What follows belongs to an exercise in optimizing a design on an open flow for small area, a short achievable clock period and few clock cycles; a production flow would make more cautious choices. The RTL of this run was laid out without a check of its function. Power figures rest on the tool's default switching activity, not on a simulated workload.

`flow/config.mk`:
```
export PLATFORM = sky130hd
export DESIGN_NAME = sdr_frame_tx
export DESIGN_NICKNAME = sdr_frame_tx
export VERILOG_FILES = /design/flow/design.v
export SDC_FILE = /design/flow/constraint.sdc
export NUM_CORES = 4
export LEC_CHECK = 0
export CAP_MARGIN = 20
export CORE_MARGIN = 2
export CORE_UTILIZATION = 40
export SLEW_MARGIN = 20
```
`flow/constraint.sdc`:
```
create_clock -name core_clock -period 15.0 [get_ports {clk}]
set_input_delay 3.0000 -clock core_clock [delete_from_list [all_inputs] [get_ports {clk}]]
set_output_delay 3.0000 -clock core_clock [all_outputs]
set_load 0.01 [all_outputs]
```
`flow/design.v`:
```
module sdr_frame_tx (
    input  wire       clk,
    input  wire       rst,
    input  wire       in_valid,
    output wire       in_ready,
    input  wire [7:0] in_data,
    output wire       out_valid,
    input  wire       out_ready,
    output wire [7:0] out_data,
    output wire       done
);
    localparam [79:0] EOS_PATTERN = 80'h454F5300FF454F5300FF;
    localparam [2:0]  T_NONE = 3'd0,    
                      T_TRAIN = 3'd1, T_START = 3'd2, T_DATA = 3'd3,
                      T_PARITY = 3'd4, T_END = 3'd5, T_DONE = 3'd6;
    function automatic [6:0] lfsr8(input [6:0] st);
        integer j;
        reg [6:0] r;
        begin
            r = st;
            for (j = 0; j < 8; j = j + 1)
                r = {r[0] ^ r[4], r[6:1]};
            lfsr8 = r;
        end
    endfunction
    function automatic [6:0] ham_enc(input [3:0] d);
        ham_enc = {d, d[3] ^ d[2] ^ d[0], d[3] ^ d[1] ^ d[0], d[2] ^ d[1] ^ d[0]};
    endfunction
    function automatic [31:0] crc_nib(input [31:0] r0, input [3:0] d);
        integer j;
        reg [31:0] r;
        begin
            r = r0 ^ {28'd0, d};
            for (j = 0; j < 4; j = j + 1)
                r = r[0] ? ((r >> 1) ^ 32'hEDB88320) : (r >> 1);
            crc_nib = r;
        end
    endfunction
    reg  [79:0] buf_q;     
    reg  [79:0] acc_q;     
    reg  [31:0] crc_q;
    reg  [6:0]  ks_q;      
    reg  [5:0]  cur_q;     
    reg  [7:0]  od_q;      
    reg         ov_q;
    reg  [7:0]  sk_q;      
    reg         skv_q;
    reg  [7:0]  id_q;      
    reg         iv_q;
    reg  [2:0]  ft_q;      
    reg  [1:0]  rep_q;
    reg  [2:0]  slot_q;
    reg  [7:0]  gid_q;
    reg         eos_q;
    reg  [3:0]  fill_q;
    reg         full_q;    
    reg         rdy_q;     
    reg         chunk_q;   
    reg         done_q;
    assign out_valid = ov_q;
    assign out_data  = od_q;
    assign in_ready  = rdy_q;
    assign done      = done_q;
    wire is_d = (ft_q == T_DATA);
    wire is_p = (ft_q == T_PARITY);
    wire pay  = (cur_q >= 6'd23) && (cur_q <= 6'd42);
    wire hi   = cur_q[0];
    wire ld   = (ft_q != T_DONE) && !(ft_q == T_NONE && cur_q == 6'd20) && !skv_q;
    wire take = in_valid && rdy_q;
    wire main_free = !ov_q || out_ready;
    wire [7:0] pb  = (is_d ? buf_q[79:72] : 8'h00) | (is_p ? acc_q[79:72] : 8'h00);
    wire [3:0] onib = hi ? pb[7:4] : pb[3:0];
    wire [3:0] cnib = hi ? pb[3:0] : pb[7:4];
    wire [31:0] crc_f = ~crc_q;
    wire [7:0]  key   = {ks_q[0], ks_q[1], ks_q[2], ks_q[3], ks_q[4], ks_q[5], ks_q[6],
                         ks_q[0] ^ ks_q[4]};
    wire        scr   = (cur_q >= 6'd20) && (cur_q <= 6'd46);
    reg [7:0] fb;
    always @* begin
        if (scr)
            fb = key ^ vb;
        else if (cur_q == 6'd47)
            fb = 8'h00;
        else if (cur_q[5:2] == 4'd4)
            fb = (cur_q[1:0] == 2'd0) ? 8'h1A : (cur_q[1:0] == 2'd1) ? 8'hCF :
                 (cur_q[1:0] == 2'd2) ? 8'hFC : 8'h1D;
        else
            fb = 8'hAA;
    end
    reg [7:0] vb;
    always @* begin
        vb = 8'h00;
        if (pay)
            vb = {1'b0, ham_enc(onib)};
        else case (cur_q)
            6'd20: vb = {5'd0, ft_q};
            6'd21: vb = (is_d || is_p) ? gid_q : 8'h00;
            6'd22: vb = {5'd0, is_p, 1'b0, 1'b0} | (is_d ? {5'd0, slot_q} : 8'h00);
            6'd43: vb = crc_f[31:24];
            6'd44: vb = crc_f[23:16];
            6'd45: vb = crc_f[15:8];
            6'd46: vb = crc_f[7:0];
            default: vb = 8'h00;
        endcase
    end
    wire shift_out = ld && pay && !hi;    
    wire frame_end = ld && (cur_q == 6'd47);
    always @(posedge clk) begin
        id_q <= in_data;
        if (iv_q || (shift_out && is_d))
            buf_q <= {buf_q[71:0], id_q};
        if (shift_out)
            acc_q <= {acc_q[71:0], (slot_q != 3'd0 ? acc_q[79:72] : 8'h00) ^ buf_q[79:72]};
        if (ld && !(cur_q >= 6'd43 && cur_q <= 6'd46))
            crc_q <= pay ? crc_nib(crc_q, cnib) : 32'hFFFFFFFF;
        if (ld)
            ks_q <= scr ? lfsr8(ks_q) : 7'h7F;
        if (rst)
            od_q <= 8'hAA;
        else if (main_free)
            od_q <= skv_q ? sk_q : fb;
        if (ld && !main_free)
            sk_q <= fb;
    end
    always @(posedge clk) begin
        if (rst) begin
            cur_q  <= 6'd1;
            ov_q   <= 1'b1;
            ft_q   <= T_TRAIN;
            rep_q  <= 2'd0;
            slot_q <= 3'd0;
            gid_q  <= 8'd1;
            eos_q  <= 1'b0;
            fill_q <= 4'd0;
            full_q <= 1'b0;
            rdy_q  <= 1'b1;
            chunk_q <= 1'b0;
            skv_q  <= 1'b0;
            iv_q   <= 1'b0;
            done_q <= 1'b0;
        end else begin
            done_q <= (ft_q == T_DONE) && !ov_q && !skv_q;
            iv_q <= take;
            if (main_free)
                ov_q <= skv_q || ld;
            if (skv_q)
                skv_q <= !main_free;
            else
                skv_q <= ld && !main_free;
            if (ld)
                cur_q <= (cur_q == 6'd47) ? 6'd0 : cur_q + 6'd1;
            if (take) begin
                fill_q <= (fill_q == 4'd9) ? 4'd0 : fill_q + 4'd1;
                if (fill_q == 4'd9) begin
                    full_q <= 1'b1;
                    rdy_q  <= 1'b0;
                end
            end
            chunk_q <= full_q;
            if (shift_out && is_d && cur_q == 6'd42) begin
                full_q <= 1'b0;
                rdy_q  <= 1'b1;
            end
            if (ft_q == T_NONE && chunk_q) begin
                if (buf_q == EOS_PATTERN) begin
                    eos_q <= 1'b1;
                    ft_q  <= (slot_q != 3'd0) ? T_PARITY : T_END;
                end else
                    ft_q  <= T_DATA;
            end
            if (frame_end) begin
                case (ft_q)
                    T_TRAIN: begin
                        rep_q <= rep_q + 2'd1;
                        if (rep_q == 2'd3) ft_q <= T_START;
                    end
                    T_START: begin
                        rep_q <= (rep_q == 2'd2) ? 2'd0 : rep_q + 2'd1;
                        if (rep_q == 2'd2) ft_q <= T_NONE;
                    end
                    T_DATA: begin
                        slot_q <= slot_q + 3'd1;
                        ft_q   <= (slot_q == 3'd3) ? T_PARITY : T_NONE;
                    end
                    T_PARITY: begin
                        slot_q <= 3'd0;
                        gid_q  <= (gid_q == 8'd255) ? 8'd1 : gid_q + 8'd1;
                        ft_q   <= eos_q ? T_END : T_NONE;
                    end
                    default: begin
                        rep_q <= rep_q + 2'd1;
                        if (rep_q == 2'd2) ft_q <= T_DONE;
                    end
                endcase
            end
        end
    end
endmodule
```
`flow/flow/run.sh`:
```
#!/bin/bash
# Standard layout, with timing repair aimed well below the 15 ns clock period
# (the constraints are unchanged; only repair_timing's setup margin grows).
set -euo pipefail
cd "$(dirname "$0")/.."
export SETUP_SLACK_MARGIN=11
bash standard.sh > standard_make.log 2>&1
```
`flow/standard.sh`:
```
#!/bin/bash
# synth_recipe.tcl (not shown) runs the flow's synth.tcl, then flattens the netlist and writes it again
# the make line also repeats each setting of config.mk as NAME=value (left out here)
make -C /OpenROAD-flow-scripts/flow DESIGN_CONFIG=/design/flow/config.mk WORK_HOME=/design/flow/orfs CLKGATE_MAP_FILE= SYNTH_SCRIPT=/design/flow/synth_recipe.tcl "${@:-finish}"
```
==> flow_summary.json <==
{
  "clkTransAtPathRegs_ns": 0.06,
  "numPortBuffers": 22,
  "cpMaxStageDelayCell": "dfxtp_2",
  "root_buffer": "clkbuf_16",
  "hold_depth": 0,
  "rows": 59,
  "dp_hpwl_um": 13100,
  "yosys_register_bits": 257,
  "die_w_um": 167,
  "yosysWarnings": 1,
  "synth_edf_count": 207,
  "ys_types": 77,
  "peakVddDrop_mv": 0.0944,
  "cap_violations": 0,
  "skew_ns": 0.0366,
  "worstPathMaxFanout": 2,
  "grt_use_met2_pct": 22.3,
  "start_kind": "flop",
  "p_total_w": 0.00147,
  "arrival_ns": 1.02,
  "fmax_ghz": 0.249,
  "totalWireLength_um": 20300,
  "maxSlewViolCount": 0,
  "tightest_slew_ns": 0.968,
  "cts_made_buffers": 28,
  "busiest_layer": "met2",
  "synth_common_cells": "edfxtp_1, nand2_1, dfxtp_1",
  "clock_path_buffers": 3,
  "yosysTopAreaCellShare_pct": 58.3,
  "rr_startpoint": "cur_q[0]$_SDFFE_PP1P_",
  "syn2layout_area_growth_pct": 14.8,
  "cp-end-kind": "primary output",
  "place_congestion": 0.849,
  "power_density_mw_per_mm2": 120,
  "path_cells": "buf_6",
  "cts_hold_buf": 0,
  "leakage_nw": 3.83,
  "critical_path_required_ns": 12.00,
  "num-fill-cells": 2363,
  "drc": 0,
  "period_share_pct": 26.8,
  "syn_area_mm2": 0.0107,
  "rr_endpoint": "sk_q[1]$_DFFE_PP_",
  "ys_async_sr_fraction_pct": 0,
  "ys_seq_area_share_pct": 67.7,
  "hold_end": "buf_q[1]$_DFFE_PP_",
  "synth_fp_nets": 798,
  "drive_gt1_share_pct": 13.8,
  "crit_path_max_incr_delay_ns": 0.35,
  "finalSetupViolCount": 0,
  "die_area_mm2": 0.0280,
  "num_antenna_cells": 0,
  "track_usage_pct": 14.8,
  "dieHeight_um": 167,
  "drt_pass1_iterations": 5,
  "rsz0062_at_grt": "true",
  "io_pins": 23,
  "critical_path.top_delay_family": "flip-flops",
  "finalHoldViolations": 0,
  "rrSetupSlack_ns": 11.48,
  "path_depth": 1,
  "reg2regPathDepth": 9,
  "grt_use_met1_pct": 21.9,
  "crit_buf_inv": 1,
  "hp-class": "flop to flop",
  "wl_per_cell_um": 17.4,
  "antenna_found_initial": 0,
  "cts_sinks": 257,
  "min-delay-start": "id_q[1]$_DFF_P_",
  "clk_latency_ns": 0.56,
  "grt_max_degree": 81,
  "coreArea_mm2": 0.0261,
  "avgSynthCellArea_um2": 13.7,
  "ant_nets": 0,
  "finalSetupTns_ns": 0,
  "grt_pass1_wl_um": 33100,
  "fin_cells": 1170,
  "vias_per_cell": 5.30,
  "status": "timing/DRC/antenna clean",
  "num_vias": 6204,
  "criticalPathCategory": "flop to primary output",
  "fin_crit_ns": 4.02,
  "nNetsFinal": 837,
  "place_inst": 1111,
  "overflow": 0,
  "synth_flop_cell": "edfxtp_1",
  "start_util_pct": 40.8,
  "netlist_top_cells_area": "edfxtp_1, dfxtp_1, xnor2_1, nand2_1, xor2_1",
  "cts_tree": "built",
  "grt_use_met3_pct": 2.39,
  "grt_pass1_vias": 6134,
  "max-slew-margin-rel_pct": 35.4,
  "htree_levels": 1,
  "synth_most_common_cell": "edfxtp_1",
  "yosysTopAreaCell": "edfxtp_1",
  "synthCells": 777,
  "drt_iter0_drc": 493
}
## cell type report
class | count | area (µm²) | area share (%)
clock inverters | 15 | 135 | 1.10
repair buffers | 40 | 399 | 3.26
multi-input cells | 478 | 3290 | 26.9
clock buffers | 34 | 723 | 5.91
inverters | 11 | 45.0 | 0.368
well taps | 335 | 419 | 3.42
flip-flops and latches | 257 | 7230 | 59.1
## power by group
| group | internal [W] | switching, W |
|---|---|---|
| sequential | 0.000779 | 0.00000989 |
| clock | 0.000362 | 0.000275 |
| combinational | 0.0000195 | 0.0000273 |
| total | 0.00116 | 0.000312 |
## worst reg2reg max path, cell delays in order, from the launching register on
cell	delay [ns]
dfxtp_2	0.61
inv_2	0.24
ha_1	0.34
nor2b_1	0.14
o21a_1	0.15
o22a_1	0.46
o21ai_1	0.42
a41o_1	0.36
o2111a_1	0.16
or3_1	0.39
## placed cells by master, fill, tap and decap left out, types with 22 or more instances in the layout
cell type    n
a21oi_1     24
clkbuf_16   28
dfxtp_1     38
edfxtp_1   207
nand2_1     72
nand2b_1    24
nor2_1      39
o21ai_0     22
o22ai_1     24
xnor2_1     32
xor2_1      30
## metal layers
layer,vias up,share of wire [%]
met4,0,3.1
met5,-,0
li1,3004,-
met2,137,43
met1,3025,49
met3,38,4.2
## sequential cells by signal, indices dropped and copies added, names as in the netlist, 2 cells and up
register	count
buf_q	80
ft_q	3
slot_q	3
gid_q	8
id_q	8
sk_q	8
crc_q	32
fill_q	4
ks_q	7
cur_q	6
od_q	8
rep_q	2
acc_q	80
## metrics by stage
| step | util, % | hold slack (ns) | cell area [µm²] | worst slack (ns) |
|---|---|---|---|---|
| finish | 46.9 | 0.402 | 12200 | 10.98 |
| CTS | 46.5 | 0.404 | 12200 | 10.96 |
| global placement | 43.0 | 0.385 | 11200 | 10.34 |
| detailed placement | 43.0 | 0.390 | 11200 | 10.27 |
| floorplan | - | 0.386 | 10700 | 11.05 |
| global route | 46.9 | 0.411 | 12200 | 10.94 |
## logic make-up after synthesis
logic type | after synthesis | synth area share [%]
AO/OA/AOI/OAI | 127 | 7.93
AND/OR/NAND/NOR | 260 | 13.4
buffers and inverters | 42 | 1.72
multiplexers | 11 | 1.21
flip-flops | 257 | 67.7
XOR/XNOR | 71 | 7.05
adder cells (fa/ha/maj) | 9 | 1.06
## repair_timing
action                                  CTS  global route
gates resized for setup                  65             7
endpoints found under the setup margin   13            18
setup buffers                             4             5
## worst max-delay path by stage
stage	slack, ns	to	startpoint
3_3_place_gp	10.34	od_q[2]$_SDFFE_PP0N_	out_ready
2_1_floorplan	11.05	cur_q[2]$_SDFFE_PP0P_	rst
6_report	10.98	out_data[2]	od_q[2]$_SDFFE_PP0N_
4_1_cts	10.96	out_data[6]	od_q[6]$_SDFFE_PP0N_
5_1_grt	10.94	out_data[2]	od_q[2]$_SDFFE_PP0N_
3_5_place_dp	10.27	od_q[2]$_SDFFE_PP0N_	out_ready

-- separate check: timing with driven ports --
The results above use ideal ports. As a check the final layout listed here was re-extracted and re-timed, cells and wires unchanged.
Step 1: set_driving_cell puts a clkbuf_16 on clk and a buf_2 on each other input, an assumption about the parent block.
Step 2 adds t to the input delays and takes it off the output delays; t is the mean of the earliest and latest rising clock arrival at the registers after step 1. Input paths then give back, and output paths get back, about the clock's delay inside the block.
a / b / c = ideal ports / drivers / drivers and shift; a / b = the first two.
shift t [ns]: 0.597
setup WS [ns]: 10.982 / 10.931 / 10.476
worst hold slack (ns): 0.402 / 0.402 / 0.402
After both steps setup and hold are still met in this run. The setup slack of this run moves by -0.051 ns with the drivers and by -0.506 ns with both steps.
